This is an optimization exercise on Yosys and OpenROAD, whose aim is small area, a short achievable clock period and few clock cycles, not a production implementation. Only simulation tests tie the RTL to the original design; equivalence was not proved.

$ cat flow/design.v
module irfc (
    input  wire         clk,
    input  wire         rst_n,
    input  wire         cmd_valid,
    output wire         cmd_ready,
    input  wire [15:0]  cmd,
    input  wire [111:0] din,
    output reg          rsp_valid,
    output reg          rsp_ill,
    output reg  [15:0]  rsp_r,
    output reg  [111:0] rsp_dout,
    output wire         pls_valid,
    input  wire         pls_ready,
    output wire         pls_mark,
    output reg  [15:0]  pls_dur,
    input  wire         cap_valid,
    output wire         cap_ready,
    input  wire [15:0]  cap_dur,
    input  wire         cap_last
);
    localparam [15:0] T_HDR_MARK   = 16'd3000;
    localparam [15:0] T_HDR_SPACE  = 16'd1500;
    localparam [15:0] T_BIT_MARK   = 16'd500;
    localparam [15:0] T_ONE_SPACE  = 16'd1000;
    localparam [15:0] T_ZERO_SPACE = 16'd300;
    localparam [15:0] T_GAP        = 16'd20000;
    localparam [7:0]  PROTO_ID     = 8'h70;
    localparam [15:0] HM_LO = T_HDR_MARK   - (T_HDR_MARK   * 6) / 100;
    localparam [15:0] HM_HI = T_HDR_MARK   + (T_HDR_MARK   * 6) / 100;
    localparam [15:0] HS_LO = T_HDR_SPACE  - (T_HDR_SPACE  * 5) / 100;
    localparam [15:0] HS_HI = T_HDR_SPACE  + (T_HDR_SPACE  * 5) / 100;
    localparam [15:0] BM_LO = T_BIT_MARK   - (T_BIT_MARK   * 5) / 100;
    localparam [15:0] BM_HI = T_BIT_MARK   + (T_BIT_MARK   * 5) / 100;
    localparam [15:0] OS_LO = T_ONE_SPACE  - (T_ONE_SPACE  * 5) / 100;
    localparam [15:0] OS_HI = T_ONE_SPACE  + (T_ONE_SPACE  * 5) / 100;
    localparam [15:0] ZS_LO = T_ZERO_SPACE - (T_ZERO_SPACE * 5) / 100;
    localparam [15:0] ZS_HI = T_ZERO_SPACE + (T_ZERO_SPACE * 5) / 100;
    localparam [15:0] GAP_MIN = T_GAP - (T_GAP * 5) / 100;
    localparam [111:0] DEFAULT_FRAME = {
        8'h61, 8'h03, 8'h1B, 8'h00, 8'h00, 8'h02, 8'h05,
        8'h03, 8'h24, 8'h00, 8'h01, 8'h26, 8'hCB, 8'h23
    };
    localparam [7:0] OP_CSCALC    = 8'h10;
    localparam [7:0] OP_CSVALID   = 8'h11;
    localparam [7:0] OP_CSAPPLY   = 8'h12;
    localparam [7:0] OP_SETPOWER  = 8'h20;
    localparam [7:0] OP_GETPOWER  = 8'h21;
    localparam [7:0] OP_SETMODE   = 8'h22;
    localparam [7:0] OP_GETMODE   = 8'h23;
    localparam [7:0] OP_SETTEMP   = 8'h24;
    localparam [7:0] OP_GETTEMP   = 8'h25;
    localparam [7:0] OP_SETFAN    = 8'h26;
    localparam [7:0] OP_GETFAN    = 8'h27;
    localparam [7:0] OP_SETECONO  = 8'h28;
    localparam [7:0] OP_GETECONO  = 8'h29;
    localparam [7:0] OP_SETSWING  = 8'h2A;
    localparam [7:0] OP_GETSWING  = 8'h2B;
    localparam [7:0] OP_SETTURBO  = 8'h2C;
    localparam [7:0] OP_GETTURBO  = 8'h2D;
    localparam [7:0] OP_SETFOLLOW = 8'h2E;
    localparam [7:0] OP_GETFOLLOW = 8'h2F;
    localparam [7:0] OP_SETTIMER  = 8'h30;
    localparam [7:0] OP_GETTIMER  = 8'h31;
    localparam [7:0] OP_GETRAW    = 8'h40;
    localparam [7:0] OP_SETRAW    = 8'h41;
    localparam [7:0] OP_RESET     = 8'h42;
    localparam [7:0] OP_CVTMODEN2G = 8'h50;
    localparam [7:0] OP_CVTMODEG2N = 8'h51;
    localparam [7:0] OP_CVTFANN2G  = 8'h52;
    localparam [7:0] OP_CVTFANG2N  = 8'h53;
    localparam [7:0] OP_EXPORT    = 8'h54;
    localparam [7:0] OP_SUMMARY   = 8'h55;
    localparam [7:0] OP_TX        = 8'h60;
    localparam [7:0] OP_RX        = 8'h61;
    localparam [1:0] S_IDLE = 2'd0;
    localparam [1:0] S_EXEC = 2'd1;
    localparam [1:0] S_TX   = 2'd2;
    localparam [1:0] S_RX   = 2'd3;
    reg [1:0]   state;
    reg [111:0] frame;
    reg [15:0]  cmd_q;
    reg [111:0] din_q;
    reg [7:0]   tx_pidx;      
    reg [7:0]   tx_rep;       
    reg [6:0]   rx_skip;      
    reg [7:0]   rx_pos;       
    reg         rx_fail;
    reg [111:0] rx_bits;      
    wire [7:0] op  = cmd_q[15:8];
    wire [7:0] arg = cmd_q[7:0];
    assign cmd_ready = (state == S_IDLE);
    wire   accept    = cmd_valid & cmd_ready;
    wire [7:0] fb [0:13];
    wire [7:0] db [0:13];
    wire [7:0] rb [0:13];
    genvar gi;
    generate
        for (gi = 0; gi < 14; gi = gi + 1) begin : g_bytes
            assign fb[gi] = frame[8*gi +: 8];
            assign db[gi] = din_q[8*gi +: 8];
            assign rb[gi] = rx_bits[111 - 8*gi -: 8];
        end
    endgenerate
    wire       f_power  = fb[5][2];
    wire [3:0] f_mode   = fb[6][3:0];
    wire       f_turbo  = fb[6][6];
    wire       f_follow = fb[6][7];
    wire [3:0] f_temp   = fb[7][3:0];
    wire [2:0] f_fan    = fb[8][2:0];
    wire [2:0] f_swing  = fb[8][5:3];
    wire [7:0] f_timer  = fb[9];
    integer i;
    reg [7:0] sum_frame;
    always @* begin
        sum_frame = 8'd0;
        for (i = 0; i < 13; i = i + 1)
            sum_frame = sum_frame + fb[i];
    end
    reg [7:0] sum_din;
    always @* begin
        sum_din = 8'd0;
        for (i = 0; i < 13; i = i + 1)
            if (i + 1 < arg)
                sum_din = sum_din + db[i];
    end
    reg [7:0] sum_rx;
    always @* begin
        sum_rx = 8'd0;
        for (i = 0; i < 13; i = i + 1)
            sum_rx = sum_rx + rb[i];
    end
    reg legal;
    always @* begin
        case (op)
            OP_CSCALC, OP_CSVALID, OP_CSAPPLY:
                legal = (arg <= 8'd14);
            OP_SETPOWER, OP_SETMODE, OP_SETTEMP, OP_SETFAN, OP_SETECONO,
            OP_SETSWING, OP_SETTURBO, OP_SETFOLLOW, OP_SETTIMER, OP_SETRAW,
            OP_CVTMODEN2G, OP_CVTMODEG2N, OP_CVTFANN2G, OP_CVTFANG2N,
            OP_TX, OP_RX:
                legal = 1'b1;
            OP_GETPOWER, OP_GETMODE, OP_GETTEMP, OP_GETFAN, OP_GETECONO,
            OP_GETSWING, OP_GETTURBO, OP_GETFOLLOW, OP_GETTIMER, OP_GETRAW,
            OP_RESET, OP_EXPORT, OP_SUMMARY:
                legal = (arg == 8'd0);
            default:
                legal = 1'b0;
        endcase
    end
    wire [7:0] in_op  = cmd[15:8];
    reg [3:0] cvt_mode_arg, cvt_fan_arg, exp_mode, exp_fan;
    always @* begin
        case (arg)
            8'd3:    cvt_mode_arg = 4'd1;
            8'd1:    cvt_mode_arg = 4'd2;
            8'd2:    cvt_mode_arg = 4'd3;
            8'd7:    cvt_mode_arg = 4'd4;
            default: cvt_mode_arg = 4'd0;
        endcase
        case (arg)
            8'd2:    cvt_fan_arg = 4'd2;
            8'd3:    cvt_fan_arg = 4'd3;
            8'd5:    cvt_fan_arg = 4'd4;
            default: cvt_fan_arg = 4'd0;
        endcase
        case (f_mode)
            4'd3:    exp_mode = 4'd1;
            4'd1:    exp_mode = 4'd2;
            4'd2:    exp_mode = 4'd3;
            4'd7:    exp_mode = 4'd4;
            default: exp_mode = 4'd0;
        endcase
        case (f_fan)
            3'd2:    exp_fan = 4'd2;
            3'd3:    exp_fan = 4'd3;
            3'd5:    exp_fan = 4'd4;
            default: exp_fan = 4'd0;
        endcase
    end
    reg [111:0] ex_frame;
    reg [15:0]  ex_r;
    reg [111:0] ex_dout;
    wire [7:0] t_clamp = (arg < 8'd72) ? 8'd72 : (arg > 8'd112) ? 8'd112 : arg;
    wire [5:0] t_deg   = t_clamp[7:2] + {5'd0, t_clamp[1]};    
    wire [5:0] t_code  = 6'd31 - t_deg;                         
    wire       b_arg   = (arg != 8'd0);
    wire [7:0] g_temp  = {1'b0, 5'd31 - {1'b0, f_temp}, 2'b00};    
    wire       econo   = (f_fan == 3'd1);
    wire       swing   = (f_swing == 3'b111);
    wire       cool    = (f_mode == 4'd3);
    reg [7:0] sm_mode;
    reg [3:0] raw_n;
    always @* begin
        ex_frame = frame;
        ex_r     = 16'd0;
        ex_dout  = 112'd0;
        sm_mode  = 8'd0;
        raw_n    = 4'd0;
        if (legal) begin
            case (op)
                OP_CSCALC: ex_r = {8'd0, sum_din};
                OP_CSVALID: begin
                    if (arg > 8'd1 && db[arg[3:0] - 4'd1] == sum_din)
                        ex_r = 16'd1;
                end
                OP_CSAPPLY: begin
                    ex_dout = din_q;
                    if (arg > 8'd1)
                        ex_dout[8*(arg - 8'd1) +: 8] = sum_din;
                end
                OP_SETPOWER:  ex_frame[8*5 + 2] = b_arg;
                OP_GETPOWER:  ex_r = {15'd0, f_power};
                OP_SETMODE: begin
                    if (arg == 8'd1 || arg == 8'd2 || arg == 8'd3 || arg == 8'd7 || arg == 8'd8)
                        sm_mode = arg;
                    else
                        sm_mode = 8'd8;
                    ex_frame[8*6 +: 4] = sm_mode[3:0];
                    if (sm_mode == 8'd7)
                        ex_frame[8*8 +: 3] = 3'd5;
                end
                OP_GETMODE:   ex_r = {12'd0, f_mode};
                OP_SETTEMP:   ex_frame[8*7 +: 4] = t_code[3:0];
                OP_GETTEMP:   ex_r = {8'd0, g_temp};
                OP_SETFAN: begin
                    if (arg == 8'd0 || arg == 8'd2 || arg == 8'd3 || arg == 8'd5)
                        ex_frame[8*8 +: 3] = arg[2:0];
                    else
                        ex_frame[8*8 +: 3] = 3'd0;
                end
                OP_GETFAN:    ex_r = {13'd0, f_fan};
                OP_SETECONO: begin
                    if (b_arg)
                        ex_frame[8*8 +: 3] = 3'd1;
                end
                OP_GETECONO:  ex_r = {15'd0, econo};
                OP_SETSWING:  ex_frame[8*8 + 3 +: 3] = b_arg ? 3'b111 : 3'b000;
                OP_GETSWING:  ex_r = {15'd0, swing};
                OP_SETTURBO: begin
                    ex_frame[8*6 + 6] = b_arg;
                    if (b_arg) begin
                        ex_frame[8*8 +: 3] = 3'd5;
                        ex_frame[8*7 +: 4] = 4'd13;
                    end
                end
                OP_GETTURBO:  ex_r = {15'd0, f_turbo};
                OP_SETFOLLOW: ex_frame[8*6 + 7] = b_arg;
                OP_GETFOLLOW: ex_r = {15'd0, f_follow};
                OP_SETTIMER:  ex_frame[8*9 +: 8] = arg * 8'd6;
                OP_GETTIMER:  ex_r = {8'd0, f_timer};
                OP_GETRAW: begin
                    ex_frame[8*13 +: 8] = sum_frame;
                    ex_dout = {sum_frame, frame[103:0]};
                end
                OP_SETRAW: begin
                    raw_n = (arg > 8'd14) ? 4'd14 : arg[3:0];
                    for (i = 0; i < 14; i = i + 1)
                        if (i < raw_n)
                            ex_frame[8*i +: 8] = db[i];
                end
                OP_RESET:     ex_frame = DEFAULT_FRAME;
                OP_CVTMODEN2G: ex_r = {12'd0, cvt_mode_arg};
                OP_CVTMODEG2N: begin
                    case (arg)
                        8'd1:    ex_r = 16'd3;
                        8'd2:    ex_r = 16'd1;
                        8'd3:    ex_r = 16'd2;
                        8'd4:    ex_r = 16'd7;
                        default: ex_r = 16'd8;
                    endcase
                end
                OP_CVTFANN2G: ex_r = {12'd0, cvt_fan_arg};
                OP_CVTFANG2N: begin
                    case (arg)
                        8'd1, 8'd2: ex_r = 16'd2;
                        8'd3:       ex_r = 16'd3;
                        8'd4, 8'd5: ex_r = 16'd5;
                        default:    ex_r = 16'd0;
                    endcase
                end
                OP_EXPORT: begin
                    ex_dout[7:0]   = {2'b00, swing, swing, econo, f_turbo, 1'b1, f_power};
                    ex_dout[15:8]  = {exp_fan, exp_mode};
                    ex_dout[23:16] = g_temp;
                    ex_dout[31:24] = f_timer;
                    ex_dout[39:32] = 8'h00;
                    ex_dout[47:40] = 8'hFF;
                    ex_dout[55:48] = 8'hFF;
                end
                OP_SUMMARY: begin
                    ex_dout[7:0]   = {6'd0, (f_timer == 8'd0), cool};
                    ex_dout[15:8]  = {7'd0, f_power};
                    ex_dout[23:16] = {4'd0, f_mode};
                    ex_dout[31:24] = cool ? g_temp : 8'd0;
                    ex_dout[39:32] = {5'd0, f_fan};
                    ex_dout[47:40] = {7'd0, econo};
                    ex_dout[55:48] = {7'd0, f_turbo};
                    ex_dout[63:56] = {7'd0, swing};
                    ex_dout[71:64] = {7'd0, swing};
                    ex_dout[79:72] = {7'd0, f_follow};
                    ex_dout[87:80] = f_timer;
                end
                default: ;
            endcase
        end
    end
    wire [6:0] tx_k   = tx_pidx[7:1] - 7'd1;               
    wire       tx_bit = frame[{tx_k[6:3], ~tx_k[2:0]}];    
    assign pls_valid = (state == S_TX);
    assign pls_mark  = (state == S_TX) & ~tx_pidx[0];
    always @* begin
        if (state != S_TX)
            pls_dur = 16'd0;
        else if (tx_pidx == 8'd0)
            pls_dur = T_HDR_MARK;
        else if (tx_pidx == 8'd1)
            pls_dur = T_HDR_SPACE;
        else if (tx_pidx == 8'd227)
            pls_dur = T_GAP;
        else if (~tx_pidx[0])
            pls_dur = T_BIT_MARK;
        else
            pls_dur = tx_bit ? T_ONE_SPACE : T_ZERO_SPACE;
    end
    assign cap_ready = (state == S_RX);
    wire   cap_take  = cap_valid & cap_ready;
    wire is_hm  = (cap_dur >= HM_LO) && (cap_dur <= HM_HI);
    wire is_hs  = (cap_dur >= HS_LO) && (cap_dur <= HS_HI);
    wire is_bm  = (cap_dur >= BM_LO) && (cap_dur <= BM_HI);
    wire is_one = (cap_dur >= OS_LO) && (cap_dur <= OS_HI);
    wire is_zero = (cap_dur >= ZS_LO) && (cap_dur <= ZS_HI);
    wire is_gap = (cap_dur >= GAP_MIN);
    reg elem_bad;
    always @* begin
        elem_bad = 1'b0;
        if (rx_skip == 7'd0) begin
            if (rx_pos == 8'd0)
                elem_bad = ~is_hm;
            else if (rx_pos == 8'd1)
                elem_bad = ~is_hs;
            else if (rx_pos <= 8'd225) begin
                if (~rx_pos[0])
                    elem_bad = ~is_bm;
                else
                    elem_bad = ~(is_one | is_zero);
            end
            else if (rx_pos == 8'd226)
                elem_bad = ~is_bm;
            else if (rx_pos == 8'd227)
                elem_bad = ~is_gap;
        end
    end
    wire rx_strict = arg[0];
    wire rx_sum_ok = (rb[13] == sum_rx);
    wire rx_ok     = ~rx_fail & ~elem_bad & (rx_skip == 7'd0) && (rx_pos >= 8'd226) &&
                     (~rx_strict | rx_sum_ok);
    always @(posedge clk or negedge rst_n) begin
        if (!rst_n) begin
            state     <= S_IDLE;
            frame     <= DEFAULT_FRAME;
            rsp_valid <= 1'b0;
            rsp_ill   <= 1'b0;
            rsp_r     <= 16'd0;
            rsp_dout  <= 112'd0;
            tx_pidx   <= 8'd0;
            tx_rep    <= 8'd0;
            rx_skip   <= 7'd0;
            rx_pos    <= 8'd0;
            rx_fail   <= 1'b0;
        end else begin
            rsp_valid <= 1'b0;
            rsp_ill   <= 1'b0;
            rsp_r     <= 16'd0;
            rsp_dout  <= 112'd0;
            case (state)
                S_IDLE: begin
                    if (accept) begin
                        cmd_q <= cmd;
                        din_q <= din;
                        if (in_op == OP_TX) begin
                            frame[8*13 +: 8] <= sum_frame;
                            tx_pidx <= 8'd0;
                            tx_rep  <= 8'd0;
                            state   <= S_TX;
                        end else if (in_op == OP_RX) begin
                            rx_skip <= cmd[7:1];
                            rx_pos  <= 8'd0;
                            rx_fail <= 1'b0;
                            state   <= S_RX;
                        end else begin
                            state <= S_EXEC;
                        end
                    end
                end
                S_EXEC: begin
                    frame     <= ex_frame;
                    rsp_valid <= 1'b1;
                    rsp_ill   <= ~legal;
                    rsp_r     <= ex_r;
                    rsp_dout  <= ex_dout;
                    state     <= S_IDLE;
                end
                S_TX: begin
                    if (pls_ready) begin
                        if (tx_pidx == 8'd227) begin
                            tx_pidx <= 8'd0;
                            if (tx_rep == arg) begin
                                rsp_valid <= 1'b1;
                                state     <= S_IDLE;
                            end else begin
                                tx_rep <= tx_rep + 8'd1;
                            end
                        end else begin
                            tx_pidx <= tx_pidx + 8'd1;
                        end
                    end
                end
                S_RX: begin
                    if (cap_take) begin
                        if (rx_skip != 7'd0) begin
                            rx_skip <= rx_skip - 7'd1;
                        end else begin
                            if (elem_bad)
                                rx_fail <= 1'b1;
                            if (rx_pos != 8'd228)
                                rx_pos <= rx_pos + 8'd1;
                            if (rx_pos >= 8'd3 && rx_pos <= 8'd225 && rx_pos[0])
                                rx_bits <= {rx_bits[110:0], is_one};
                        end
                        if (cap_last) begin
                            rsp_valid <= 1'b1;
                            if (rx_ok) begin
                                rsp_r    <= {PROTO_ID, 8'h01};
                                rsp_dout <= {rb[13], rb[12], rb[11], rb[10], rb[9], rb[8], rb[7],
                                             rb[6], rb[5], rb[4], rb[3], rb[2], rb[1], rb[0]};
                            end
                            state <= S_IDLE;
                        end
                    end
                end
                default: state <= S_IDLE;
            endcase
        end
    end
endmodule
$ cat flow/run.sh
#!/bin/bash
# synth_recipe.tcl (not shown) runs the flow's synth.tcl, then flattens the netlist and writes it again
# the make line also repeats each setting of config.mk as NAME=value (left out here)
make -C /OpenROAD-flow-scripts/flow DESIGN_CONFIG=/design/flow/config.mk WORK_HOME=/design/flow/orfs CLKGATE_MAP_FILE= SYNTH_SCRIPT=/design/flow/synth_recipe.tcl finish
$ cat flow/config.mk
export PLATFORM = sky130hd
export DESIGN_NAME = irfc
export DESIGN_NICKNAME = irfc
export VERILOG_FILES = /design/flow/design.v
export SDC_FILE = /design/flow/constraint.sdc
export NUM_CORES = 4
export LEC_CHECK = 0
export CAP_MARGIN = 20
export CORE_MARGIN = 2
export CORE_UTILIZATION = 40
export PLACE_DENSITY = 0.6
export SLEW_MARGIN = 20
$ cat flow/constraint.sdc
create_clock -name core_clock -period 16.0 [get_ports {clk}]
set_input_delay 3.2000 -clock core_clock [delete_from_list [all_inputs] [get_ports {clk}]]
set_output_delay 3.2000 -clock core_clock [all_outputs]
set_load 0.01 [all_outputs]
==> insert_results.sql <==
INSERT INTO impl_metrics (metric_group, metric, value, unit) VALUES
('grt', 'grt_util_all_layers', '0.334', ''),
('sta', 'timing.slew.headroom', '0.183', ''),
('synth', 'postSynthCellCount', '3448', ''),
('sta', 'setup_repair_after_global_routing_missed_its_margin', 'false', ''),
('finish', 'layout.cells.most_common', 'sky130_fd_sc_hd__nand2_1', ''),
('clock_network', 'tritoncts', 'yes', ''),
('grt', 'grt_pass1_wl', '213000', 'um'),
('worst_setup_path', 'reg2regPathDepth', '68', ''),
('routing', 'drt-wirelength-per-cell', '31.1', 'um'),
('finish', 'fillerInstances', '8232', ''),
('worst_setup_path', 'cpMaxStageDelayCell', 'sky130_fd_sc_hd__a21oi_2', ''),
('clock_network', 'cts-htree-levels', '2', ''),
('grt', 'grt-ovfl-total', '0', ''),
('sta', 'timing_hold_violations_final', '0', ''),
('flow_run', 'cap_viol_max_count', '0', ''),
('synth', 'synthXorXnorAreaFrac', '0.0473', ''),
('worst_setup_path', 'worst_setup_path_end_kind', 'register', ''),
('synth', 'post_synth_fa_ha_maj_area_fraction', '0.141', ''),
('grt', 'largest_net_degree_at_the_start_of_global_routing', '138', ''),
('clock_network', 'cts.clk_slew.worst_paths', '60', 'ps'),
('worst_setup_path', 'slowest_cell_delay_on_critical_path', '760', 'ps'),
('clock_network', 'maximum_root_to_sink_buffer_count', '3', ''),
('status', 'run_status', 'complete, no violations', ''),
('synth', 'synth_seq_area_share', '0.402', ''),
('routing', 'ratio_of_routed_vias_to_standard_cells', '6.14', ''),
('sta', 'period_needed', '15220', 'ps'),
('finish', 'most-common-layout-cells', 'sky130_fd_sc_hd__nand2_1 (371), sky130_fd_sc_hd__clkdlybuf4s50_1 (288), sky130_fd_sc_hd__nor2_1 (251)', ''),
('floorplan', 'dieArea', '89300', 'um2'),
('worst_setup_path', 'crit_path_start', 'cmd_q[2]', ''),
('worst_setup_path', 'timing.critical_path.from_type', 'register', ''),
('routing', 'number_of_optimization_iterations_in_the_first_detailed_route_pass', '7', ''),
('sta', 'totalNegativeSetupSlack', '0', 'ps'),
('floorplan', 'die_height', '299', 'um'),
('finish', 'layout-drive-gt1-share', '0.0867', ''),
('synth', 'main_combinational_cell_family_by_area_after_synthesis', 'compound AO/OA/AOI/OAI gates', ''),
('grt', 'antenna_found_initial', '3', ''),
('floorplan', 'placeableCoreArea', '86500', 'um2'),
('hold_path', 'hold_class', 'reg2reg', ''),
('routing', 'drt_first_iter_violations', '4030', ''),
('placed_design', 'place.port_buffers', '289', ''),
('sta', 'finalMaxSlewViolations', '0', ''),
('floorplan', 'io-pin-count', '300', ''),
('clock_network', 'cts.sinks', '509', ''),
('clock_network', 'cts-buffers-inserted', '56', ''),
('floorplan', 'die_x', '299', 'um'),
('worst_setup_path', 'setup.worst_path.end', 'rsp_dout[77]', ''),
('sta', 'fin_worst_skew', '46.6', 'ps'),
('sta', 'finalSetupViolations', '0', ''),
('finish', 'synthToLayoutAreaGrowth', '18.3', '%'),
('sta', 'clock.fmax', '65.7', 'MHz'),
('clock_network', 'clock-root-buffer', 'sky130_fd_sc_hd__clkbuf_16', ''),
('worst_setup_path', 'critical_path.reg2reg.startpoint', 'cmd_q[2]', ''),
('synth', 'post_synth_num_cell_types', '108', ''),
('synth', 'ys_warn_count', '1', ''),
('synth', 'synth_simple_gate_area_share', '0.135', ''),
('worst_setup_path', 'critical_path_peak_fanout', '10', ''),
('worst_setup_path', 'setup.worst_path.class', 'reg2reg', ''),
('sta', 'post-route-period-util', '0.951', ''),
('worst_setup_path', 'cp_data_required_time', '16500', 'ps'),
('worst_setup_path', 'regToRegEndpoint', 'rsp_dout[77]', ''),
('floorplan', 'core.rowCount', '108', ''),
('synth', 'share_of_the_synthesized_area_in_compound_gates_ao_oa_aoi_oai', '0.163', ''),
('synth', 'ys_dominant_reg_cell', 'sky130_fd_sc_hd__dfrtp_1', '');
## worst min path at each step
| stage | slack (ps) | depth (start not counted) | endpoint | start |
|---|---|---|---|---|
| final | 480 | 2 | frame[105] | frame[105] |
| after global routing | 500 | 2 | frame[105] | frame[105] |
| after CTS | 490 | 2 | frame[107] | frame[107] |
| after detailed placement | 480 | 2 | frame[107] | frame[107] |
| after global placement | 470 | 2 | frame[107] | frame[107] |
| after floorplan | 440 | 2 | frame[106] | frame[106] |
## per-stage QoR
stage / worst slack (ps) / std cells / hold slack [ps] / util / area, um2
global placement: 670 / 4784 / 466 / 0.451 / 39000
detailed placement: 359 / 4785 / 475 / 0.451 / 39000
floorplan: 1370 / 3457 / 445 / - / 34800
global route: 1.80 / 4892 / 503 / 0.476 / 41100
CTS: 259 / 4891 / 486 / 0.475 / 41000
finish: 783 / 4894 / 482 / 0.476 / 41100
## repair_timing
action	4_1_cts	5_1_grt
buffers inserted	0	1
endpoints found under the setup margin	0	26
gates resized for setup	0	18
## kinds of logic (layout without fill, tap and decap cells)
| kind of cell | count (synthesis) | count (layout) |
|---|---|---|
| flops | 509 | 509 |
| fa+ha+maj | 302 | 302 |
| compound gates | 871 | 871 |
| xor+xnor | 179 | 179 |
| buf+inv | 396 | 676 |
| mux | 179 | 179 |
| other cells | 1 | 12 |
| simple gates | 1011 | 1011 |
## synth_stat cells, types with 23 or more instances
cell type	instances	area (um2)
sky130_fd_sc_hd__nand2b_1	30	188
sky130_fd_sc_hd__dfrtp_1	241	6030
sky130_fd_sc_hd__edfxtp_1	240	7210
sky130_fd_sc_hd__mux2i_1	127	1270
sky130_fd_sc_hd__nor2b_1	32	200
sky130_fd_sc_hd__buf_2	25	125
sky130_fd_sc_hd__fa_1	151	3020
sky130_fd_sc_hd__o21ai_0	216	1080
sky130_fd_sc_hd__a22oi_1	100	751
sky130_fd_sc_hd__mux4_2	37	833
sky130_fd_sc_hd__a21oi_1	197	986
sky130_fd_sc_hd__a221oi_1	24	210
sky130_fd_sc_hd__xnor2_1	126	1100
sky130_fd_sc_hd__o21a_1	23	173
sky130_fd_sc_hd__o221ai_1	39	342
sky130_fd_sc_hd__xor2_1	47	412
sky130_fd_sc_hd__nor2_1	251	942
sky130_fd_sc_hd__nand4_1	24	150
sky130_fd_sc_hd__inv_1	211	792
sky130_fd_sc_hd__nand2_1	372	1400
sky130_fd_sc_hd__clkbuf_1	127	477
sky130_fd_sc_hd__ha_1	150	1880
sky130_fd_sc_hd__a31oi_1	37	231
sky130_fd_sc_hd__nand3_1	111	556
sky130_fd_sc_hd__nor3_1	61	305
sky130_fd_sc_hd__dfstp_2	28	736
sky130_fd_sc_hd__a21o_1	43	323
## routing by layer
layer / GRT usage / wire length [um] / part of all wire
met2: 0.492 / 65100 / 0.43
met4: 0.176 / 9650 / 0.063
met5: 0 / 9 / 0.000059
met3: 0.0938 / 17400 / 0.11
met1: 0.447 / 59900 / 0.39
## sequential cells by signal, summed over array words and instances (netlist names)
signal,flops
cmd_q,16
din_q,112
frame,112
rsp_dout,112
rsp_ill,1
rsp_r,9
rsp_valid,1
rx_bits,112
rx_fail,1
rx_pos,8
rx_skip,7
state,2
tx_pidx,8
tx_rep,8
## worst max-delay path: cells and delay by family (launching register included)
family | cells | cell delay (ps)
AOI/OAI and AO/OA | 21 | 4930
xor gates and xnor gates | 5 | 810
adders and majority gates | 14 | 5270
buffers and inverters | 11 | 1320
DFF | 1 | 410
muxes | 4 | 900
and+or+nand+nor | 13 | 1380
## cell type report
class,count,area [um2],area share
timing repair buffer,356,3430,0.0835
tap,1155,1450,0.0351
sequential,509,14000,0.340
inverter,214,803,0.0195
multi-input combinational,2552,19400,0.473
clock inverter,32,404,0.00983
antenna,2,5.00,0.000122
clock buffer,74,1630,0.0396
Testbench counts, summed over its fixed seeds: cycles 39,035.

[re-timing with driven ports]
The results above use ideal ports. As a check the final layout listed here was re-extracted and re-timed, cells and wires unchanged.
Step 1 (the two cells are an assumption about what drives the block):
set clk [get_ports {clk}]
set_driving_cell -lib_cell sky130_fd_sc_hd__clkbuf_16 $clk
set_driving_cell -lib_cell sky130_fd_sc_hd__buf_2 [delete_from_list [all_inputs] $clk]
Step 2 moves the port delays by t, midway between the first and last clock arrival at a register: inputs arrive t later, outputs are due t later. That takes back most of the time a late clock gives input paths.
Slacks: ideal ports / drivers / drivers and shift; pairs: ideal ports / drivers.
t (ns): 0.714
setup WS [ns]: 0.783 / 0.783 / 0.783
worst data-port slew with drivers (ns): 0.07
After both steps setup and hold are still met in this run. The setup slack of this run moves by 0.000 ns with the drivers and by 0.000 ns with both steps.
